Source: an optimization exercise on an open RTL-to-GDS flow (aim: small area, a short achievable clock period and few clock cycles per item). Production flows keep margins and buffers that such runs may drop. The RTL was checked by simulation tests, not by an equivalence proof against the original design.

## r4_butterfly
module r4_butterfly (
    input  wire        clk,
    input  wire        rst,
    input  wire        in_valid,
    output wire        in_ready,
    input  wire [1:0]  in_kind,
    input  wire        in_dir,
    input  wire [31:0] in_a,
    input  wire [31:0] in_b,
    input  wire [31:0] in_c,
    input  wire [31:0] in_d,
    input  wire [31:0] in_w1,
    input  wire [31:0] in_w2,
    input  wire [31:0] in_w3,
    output reg         out_valid,
    output reg  [31:0] out_o0,
    output reg  [31:0] out_o1,
    output reg  [31:0] out_o2,
    output reg  [31:0] out_o3
);
Size: ~13,000 cells after synthesis, roughly 120,000 sq um of cells after synthesis.
clock: 12.0 ns
lec_check: 0
cap_margin: 20
core_margin: 2
core_utilization: 50
place_density: 0.6
slew_margin: 20
run.sh (not shown) runs the stock make flow with config.mk's settings and CLKGATE_MAP_FILE= SYNTH_SCRIPT=/design/flow/synth_recipe.tcl, a recipe that flattens the netlist after the stock synthesis.
Testbench counts at the start, summed over its fixed seeds: cycles 4,128, items 4,096.
Next try:
==> flow/flow/run.sh (new file) <==
#!/bin/bash
# The standard layout (standard.sh: the standard flow's synthesis and ORFS flow), with timing
# repair aiming for more setup slack than the default, and without gate cloning.
set -euo pipefail
bash standard.sh SETUP_SLACK_MARGIN=7.3 SKIP_GATE_CLONING=1 finish > orfs_flow.log 2>&1
==> flow/standard.sh (new file) <==
#!/bin/bash
# synth_recipe.tcl (not shown) runs the flow's synth.tcl, then flattens the netlist and writes it again
# the make line also repeats each setting of config.mk as NAME=value (left out here)
make -C /OpenROAD-flow-scripts/flow DESIGN_CONFIG=/design/flow/config.mk WORK_HOME=/design/flow/orfs CLKGATE_MAP_FILE= SYNTH_SCRIPT=/design/flow/synth_recipe.tcl "${@:-finish}"
removed: flow/run.sh
Effect: Sequential share of layout area fell by 0.51 points. Synthesized cell count stays the same. Die area does not change. Core utilization rose by 1.5 points. Clock-buffer cell count rose by 5. Maximum frequency rose by 40%. Via count rose by about 1.7%.

---

Setup of job 2988:
Another version of the RTL of r4_butterfly (not shown whole).
Size: about 13,000 cells after synthesis, roughly 1,100 flip-flops, ~360 I/O pins.
## r4_butterfly
module r4_butterfly (
    input  wire        clk,
    input  wire        rst,
    input  wire        in_valid,
    output wire        in_ready,
    input  wire [1:0]  in_kind,
    input  wire        in_dir,
    input  wire [31:0] in_a,
    input  wire [31:0] in_b,
    input  wire [31:0] in_c,
    input  wire [31:0] in_d,
    input  wire [31:0] in_w1,
    input  wire [31:0] in_w2,
    input  wire [31:0] in_w3,
    output reg         out_valid,
    output reg  [31:0] out_o0,
    output reg  [31:0] out_o1,
    output reg  [31:0] out_o2,
    output reg  [31:0] out_o3
);
export LEC_CHECK = 0
export CAP_MARGIN = 20
export CORE_MARGIN = 2
export CORE_UTILIZATION = 55
export PLACE_DENSITY = 0.62
export SLEW_MARGIN = 20
create_clock -name core_clock -period 12.0 [get_ports {clk}]
standard.sh (not shown) runs the stock make flow with config.mk's settings and CLKGATE_MAP_FILE= SYNTH_SCRIPT=/design/flow/synth_recipe.tcl, a recipe that flattens the netlist after the stock synthesis.
==> flow/flow/run.sh <==
#!/bin/bash
# The standard layout (standard.sh: the standard flow's synthesis and ORFS flow), with
#  - timing repair aiming for more setup slack than the default,
#  - no gate cloning,
#  - port buffers of type buf_2 (resized later by repair like any other cell).
set -euo pipefail
bash standard.sh SETUP_SLACK_MARGIN=7.6 SKIP_GATE_CLONING=1 \
  "BUFFER_PORTS_ARGS=-buffer_cell sky130_fd_sc_hd__buf_2" finish > orfs_flow.log 2>&1
Testbench counts of job 2988, summed over its fixed seeds: cycles 4,128, items 4,096.
Inputs modified between job 2988 and job 7244:
- changing CORE_UTILIZATION from 55 to 62
- changing PLACE_DENSITY from 0.62 to 0.68
--- a/flow/flow/run.sh
+++ b/flow/flow/run.sh
@@ -5,4 +5,4 @@
 #  - port buffers of type buf_2 (resized later by repair like any other cell).
 set -euo pipefail
-bash standard.sh SETUP_SLACK_MARGIN=7.6 SKIP_GATE_CLONING=1 \
+bash standard.sh SETUP_SLACK_MARGIN=7.5 SKIP_GATE_CLONING=1 \
   "BUFFER_PORTS_ARGS=-buffer_cell sky130_fd_sc_hd__buf_2" finish > orfs_flow.log 2>&1
### Flow results
Per the comparison of job 7244 with job 2988, routed wire length dropped 6.6%, count of clock-net buffers in the final layout dropped 9, highest clock rate dropped 0.43%, area added between synthesis and finish dropped 4.4 points, die area dropped 0.024 sq mm. Cell area, job 2988 and job 7244: smaller value in job 7244. Diff job 2988 -> job 7244: smallest setup slack after layout saw a decrease. In terms of number of enable flip-flop cells after synthesis, job 7244 and job 2988 differ only marginally. Job 7244 against job 2988: total global-route track usage rose 3.0 points.

-- separate check: timing with driven ports --
The flow's constraints put no driver on any port. The routed layouts listed below were extracted and timed again, unchanged, in two steps. Step 1 sets driving cells, clkbuf_16 on the clock port and buf_2 on the other inputs (assumed; they add their load-dependent delay and slew). Step 2, shift: input delay + t, output delay - t, t = (earliest + latest rising clock arrival at the registers) / 2. This alone moves slack from input paths to output paths. Three values: ideal, step 1, step 2; two values: the first two.
| run | t (ns) | setup slack, ns | worst setup path at the end | worst data-port slew with drivers (ns) |
|---|---|---|---|---|
| the first run of note 1 | 0.939 | 5.272 / 5.343 / 4.404 | input to register | 0.15 |
| the second run of note 1 | 0.923 | 7.179 / 7.195 / 6.272 | input to register | 0.07 |
| job 2988 | 0.899 | 7.506 / 7.541 / 6.642 | input to register | 0.10 |
| job 7244 | 0.883 | 7.486 / 7.482 / 6.599 | input to register | 0.12 |
After both steps every run listed still meets setup and hold. The setup slack of the second run of note 1, which loses most, moves by +0.016 ns with the drivers and by -0.907 ns with both steps.
